Background: an optimization exercise with open tools, aiming at small area. Do not read the settings as production practice.
At most, simulation tests tie the RTL to the original design; equivalence was not proved.
Power and IR drop assume default switching activity.

// bitlink
module bitlink #(
    parameter CLK_PER_US = 16
) (
    input  wire        clk,
    input  wire        rst_n,
    input  wire        sel,
    input  wire        wr,
    input  wire [6:0]  addr,
    input  wire [2:0]  size,
    input  wire [31:0] wdata,
    output wire [31:0] rdata,
    output reg         ready,
    output reg         err,
    output wire        sclk_o,
    output wire        sdio_o,
    output wire        sdio_oe,
    input  wire        sdio_i,
    output wire        ncs_o,
    output wire        nrst_o
);
    localparam [31:0] ID_VALUE = 32'h424C4B01;
    localparam [4:0] R_ID        = 5'd0,  R_CTRL      = 5'd1,  R_STATUS    = 5'd2,
                     R_CMD       = 5'd3,  R_RDATA     = 5'd4,  R_RDATA_S   = 5'd5,
                     R_TEL0      = 5'd6,  R_TEL1      = 5'd7,  R_POS_X     = 5'd8,
                     R_POS_Y     = 5'd9,  R_XF_X      = 5'd10, R_XF_Y      = 5'd11,
                     R_XF_C      = 5'd12, R_XF_S      = 5'd13, R_T_HALF    = 5'd14,
                     R_PAR_A0    = 5'd26, R_PAR_A1    = 5'd27, R_PAR_B     = 5'd28,
                     R_PRESCALE  = 5'd29;
    localparam [3:0] E_BUSY = 4'd1, E_ILLEGAL = 4'd2, E_VARIANT = 4'd3,
                     E_NO_RST = 4'd4, E_CFG_BUSY = 4'd5;
    localparam [1:0] PS_OFF = 2'b00, PS_RESETTING = 2'b01, PS_ACTIVE = 2'b10;
    localparam [3:0] K_END    = 4'd5,  K_CS     = 4'd1,  K_RST    = 4'd2,
  ...
Size in the first run: roughly 3900 cells after synthesis, roughly 820 flip-flops, ~86 I/O pins.
export LEC_CHECK = 0
export CAP_MARGIN = 0
export CORE_MARGIN = 2
export CORE_UTILIZATION = 40
export SLEW_MARGIN = 0
create_clock -name core_clock -period 12.0 [get_ports {clk}]
standard.sh (not shown) runs the stock make flow with config.mk's settings and CLKGATE_MAP_FILE= SYNTH_SCRIPT=/design/flow/synth_recipe.tcl, a recipe that flattens the netlist after the stock synthesis.
==> flow/flow/run.sh <==
#!/bin/bash
# Layout flow: the standard layout (standard.sh: the standard synthesis,
# floorplan, placement, CTS, routing and finish, unchanged), except that the
# ports are buffered with buf_2 cells and the clock tree is built from
# clkbuf_8 clusters of up to 14 registers within 80 um and without dummy
# loads. standard.sh's full output goes to standard.log here; ORFS's own
# per-step logs are under orfs/logs/.
set -euo pipefail
cd "$(dirname "$0")/.."
export BUFFER_PORTS_ARGS="-buffer_cell sky130_fd_sc_hd__buf_2"
export CTS_ARGS="-sink_clustering_enable -repair_clock_nets -dont_use_dummy_load -sink_clustering_size 14 -sink_clustering_max_diameter 80 -buf_list sky130_fd_sc_hd__clkbuf_8"
bash standard.sh > standard.log 2>&1
Change:
==> flow/flow/run.sh (replaced) <==
#!/bin/bash
# Layout flow: the standard layout (standard.sh: the standard synthesis,
# floorplan, placement, CTS, routing and finish, unchanged), except that the
# clock tree is built from clkbuf_8 clusters of up to 14 registers within
# 80 um and without dummy loads. standard.sh's full output goes to
# standard.log here; ORFS's own per-step logs are under orfs/logs/.
set -euo pipefail
cd "$(dirname "$0")/.."
export CTS_ARGS="-sink_clustering_enable -repair_clock_nets -dont_use_dummy_load -sink_clustering_size 14 -sink_clustering_max_diameter 80 -buf_list sky130_fd_sc_hd__clkbuf_8"
bash standard.sh > standard.log 2>&1
- CAP_MARGIN: 0 -> 20
- SLEW_MARGIN: 0 -> 20
After rerunning:
- first-iteration DRC count came out higher by 7.7%
- power came out lower by 0.31%
- register-to-register slack gets worse by 130 ps
Change:
==> flow/run.sh (new file) <==
#!/bin/bash
# synth_recipe.tcl (not shown) runs the flow's synth.tcl, then flattens the netlist and writes it again
# the make line also repeats each setting of config.mk as NAME=value (left out here)
make -C /OpenROAD-flow-scripts/flow DESIGN_CONFIG=/design/flow/config.mk WORK_HOME=/design/flow/orfs CLKGATE_MAP_FILE= SYNTH_SCRIPT=/design/flow/synth_recipe.tcl finish
- CORE_UTILIZATION: 40 -> 55
- CTS_BUF_LIST: default -> sky130_fd_sc_hd__clkbuf_8
- CTS_CLUSTER_DIAMETER: default -> 80
- CTS_CLUSTER_SIZE: default -> 14
removed: flow/flow/run.sh
removed: flow/standard.sh
- via count goes up by 5.5%
- clock-buffer cell count is unchanged
- design area is about the same
- power goes up by 3.6%
- core utilization goes up by 16 points
- die area goes down by 27%
Change:
==> flow/flow/run.sh (new file) <==
#!/bin/bash
# Layout flow: the standard layout (standard.sh: the standard synthesis,
# floorplan, placement, CTS, routing and finish, unchanged), except that the
# ports are buffered with buf_2 cells and the clock tree is built from
# clkbuf_8 clusters of up to 14 registers within 80 um and without dummy
# loads. standard.sh's full output goes to standard.log here; ORFS's own
# per-step logs are under orfs/logs/.
set -euo pipefail
cd "$(dirname "$0")/.."
export BUFFER_PORTS_ARGS="-buffer_cell sky130_fd_sc_hd__buf_2"
export CTS_ARGS="-sink_clustering_enable -repair_clock_nets -dont_use_dummy_load -sink_clustering_size 14 -sink_clustering_max_diameter 80 -buf_list sky130_fd_sc_hd__clkbuf_8"
bash standard.sh > standard.log 2>&1
==> flow/standard.sh (new file) <==
#!/bin/bash
# synth_recipe.tcl (not shown) runs the flow's synth.tcl, then flattens the netlist and writes it again
# the make line also repeats each setting of config.mk as NAME=value (left out here)
make -C /OpenROAD-flow-scripts/flow DESIGN_CONFIG=/design/flow/config.mk WORK_HOME=/design/flow/orfs CLKGATE_MAP_FILE= SYNTH_SCRIPT=/design/flow/synth_recipe.tcl "${@:-finish}"
- CORE_UTILIZATION: 55 -> 40
- CTS_BUF_LIST: sky130_fd_sc_hd__clkbuf_8 -> default
- CTS_CLUSTER_DIAMETER: 80 -> default
- CTS_CLUSTER_SIZE: 14 -> default
- GPL_ROUTABILITY_DRIVEN: default -> 0
removed: flow/run.sh
What happened: Critical path depth went up by 2; non-clock buffer count went down by 19; sequential power is about the same.

========
garnet:
bitlink again, from the RTL that the note above started with.
export LEC_CHECK = 0
export CAP_MARGIN = 20
export CORE_MARGIN = 2
export CORE_UTILIZATION = 40
export SLEW_MARGIN = 20
create_clock -name core_clock -period 12.0 [get_ports {clk}]
==> flow/flow/run.sh <==
#!/bin/bash
# Layout flow: the standard layout (standard.sh, unchanged synthesis,
# floorplan, placement, routing), with the clock tree built from
# clkbuf_16 clusters of up to 20 registers and without dummy loads.
set -euo pipefail
cd "$(dirname "$0")/.."
export CTS_ARGS="-sink_clustering_enable -repair_clock_nets -dont_use_dummy_load -sink_clustering_size 20 -sink_clustering_max_diameter 100 -buf_list sky130_fd_sc_hd__clkbuf_16"
bash standard.sh > standard.log 2>&1
Modified inputs, onyx compared to garnet
==> flow/flow/run.sh <==
#!/bin/bash
# Layout flow: the standard layout (standard.sh: the standard synthesis,
# floorplan, placement, CTS, routing and finish, unchanged), except that the
# ports are buffered with buf_2 cells and the clock tree is built from
# clkbuf_8 clusters of up to 14 registers within 80 um and without dummy
# loads. standard.sh's full output goes to standard.log here; ORFS's own
# per-step logs are under orfs/logs/.
set -euo pipefail
cd "$(dirname "$0")/.."
export BUFFER_PORTS_ARGS="-buffer_cell sky130_fd_sc_hd__buf_2"
export CTS_ARGS="-sink_clustering_enable -repair_clock_nets -dont_use_dummy_load -sink_clustering_size 14 -sink_clustering_max_diameter 80 -buf_list sky130_fd_sc_hd__clkbuf_8"
bash standard.sh > standard.log 2>&1
## What came out
Taking garnet as the reference, in onyx flip-flop and latch share of the layout cell area picked up an extra 0.71 points, part of the power in combinational logic picked up an extra 0.3 points, data required time at the worst endpoint picked up an extra 0.08 ns, routed wire length picked up an extra about 3.7%.
onyx against garnet; first-pass GRT wire length is up by a few percent.
garnet leaves less setup margin than onyx.
Across onyx and garnet, the outcome is the same: a clean finish for every run.
Power share of the clock group in onyx is 2.1 points lower than in garnet
The inputs of tundra differ from those of onyx as listed below.
Settings: CTS_CLUSTER_DIAMETER now 80, previously not set; CTS_CLUSTER_SIZE now 14, previously not set; CTS_BUF_LIST now sky130_fd_sc_hd__clkbuf_8, previously not set.
==> flow/run.sh (new file) <==
#!/bin/bash
# synth_recipe.tcl (not shown) runs the flow's synth.tcl, then flattens the netlist and writes it again
# the make line also repeats each setting of config.mk as NAME=value (left out here)
make -C /OpenROAD-flow-scripts/flow DESIGN_CONFIG=/design/flow/config.mk WORK_HOME=/design/flow/orfs CLKGATE_MAP_FILE= SYNTH_SCRIPT=/design/flow/synth_recipe.tcl finish
removed: flow/flow/run.sh
removed: flow/standard.sh
Findings:
- tundra: PASS, flow complete, no timing, DRC or antenna violations
- On worst hold slack: between tundra and onyx, it ends up lower for onyx.
- tundra ends up with lower worst setup slack than onyx does.
- Compared with onyx, tundra instantiates a larger number of standard cells.

========
JK:
Another version of the RTL of bitlink (not shown whole).
Size in the first run: ~3900 cells after synthesis, ~86 I/O pins.
Settings: LEC_CHECK=0, CAP_MARGIN=20, CORE_MARGIN=2, CORE_UTILIZATION=40, CTS_BUF_LIST=sky130_fd_sc_hd__clkbuf_16, CTS_CLUSTER_DIAMETER=100, CTS_CLUSTER_SIZE=20, SLEW_MARGIN=20; clock period 12.0 ns.
run.sh (not shown) runs the stock make flow with config.mk's settings and CLKGATE_MAP_FILE= SYNTH_SCRIPT=/design/flow/synth_recipe.tcl, a recipe that flattens the netlist after the stock synthesis.
Stock flow here: none of the scripts above is used.
For MS, these inputs were changed with respect to JK:
Settings: CTS_CLUSTER_SIZE: 20 -> 14; CTS_BUF_LIST: sky130_fd_sc_hd__clkbuf_16 -> sky130_fd_sc_hd__clkbuf_8; CTS_CLUSTER_DIAMETER: 100 -> 80.
[summary]
Looking only at sequential portion of the cell area, and setting everything else aside, the higher value of JK and MS goes to MS.
Summary — highest ir drop seen on vdd, MS relative to JK: higher, by about 5%.
Delta (MS minus JK): total power saw a decrease; count of filler cells inserted in the layout has increased; flip-flop and latch count held; first-pass iteration count of the detailed router grew by 4.
Between JK and MS, the difference in clock-pin transition on the worst setup and hold timing paths is negligible.
The worst relative slew slack number comes out higher for MS vs JK.
Fmax is lower on MS
No run of this note included a check of the RTL's function; only the layout flow was run.

-- port drivers added, routing unchanged --
The flow's constraints put no driver on any port. The routed layouts listed below were extracted and timed again, unchanged, in two steps.
Step 1, drivers: a clkbuf_16 drives clk and a buf_2 each remaining input, both assumed.
Step 2, shift: input delay + t, output delay - t, t = (earliest + latest rising clock arrival at the registers) / 2. This alone moves slack from input paths to output paths.
Three values: ideal, step 1, step 2; two values: the first two.
run | shift t [ns] | slack for setup (ns) | worst setup path at the end | latest minus earliest clock arrival (ns) | worst data-port slew with drivers (ns)
the first run of note 1 | 0.813 | 0.963 / 0.963 / 0.963 | register to register | 0.097 / 0.096 | 0.08
the second run of note 1 | 0.823 | 0.830 / 0.830 / 0.647 | input to register | 0.106 / 0.105 | 0.04
the third run of note 1 | 0.785 | 0.803 / 0.803 / 0.738 | input to register | 0.079 / 0.079 | 0.08
the fourth run of note 1 | 0.810 | 1.024 / 1.024 / 1.024 | register to register | 0.113 / 0.113 | 0.12
garnet | 0.723 | 0.867 / 0.867 / 0.720 | input to register | 0.060 / 0.060 | 0.04
onyx | 0.817 | 0.997 / 0.997 / 0.997 | register to register | 0.079 / 0.080 | 0.09
tundra | 0.848 | 0.872 / 0.872 / 0.663 | input to register | 0.064 / 0.064 | 0.04
JK | 0.776 | 1.209 / 1.209 / 0.967 | input to register | 0.043 / 0.044 | 0.06
MS | 0.832 | 1.147 / 1.147 / 0.958 | input to register | 0.064 / 0.064 | 0.06
After both steps setup and hold are still met in every run listed. For JK, which loses most, drivers alone change the setup slack by 0.000 ns; drivers and shift together by -0.242 ns.
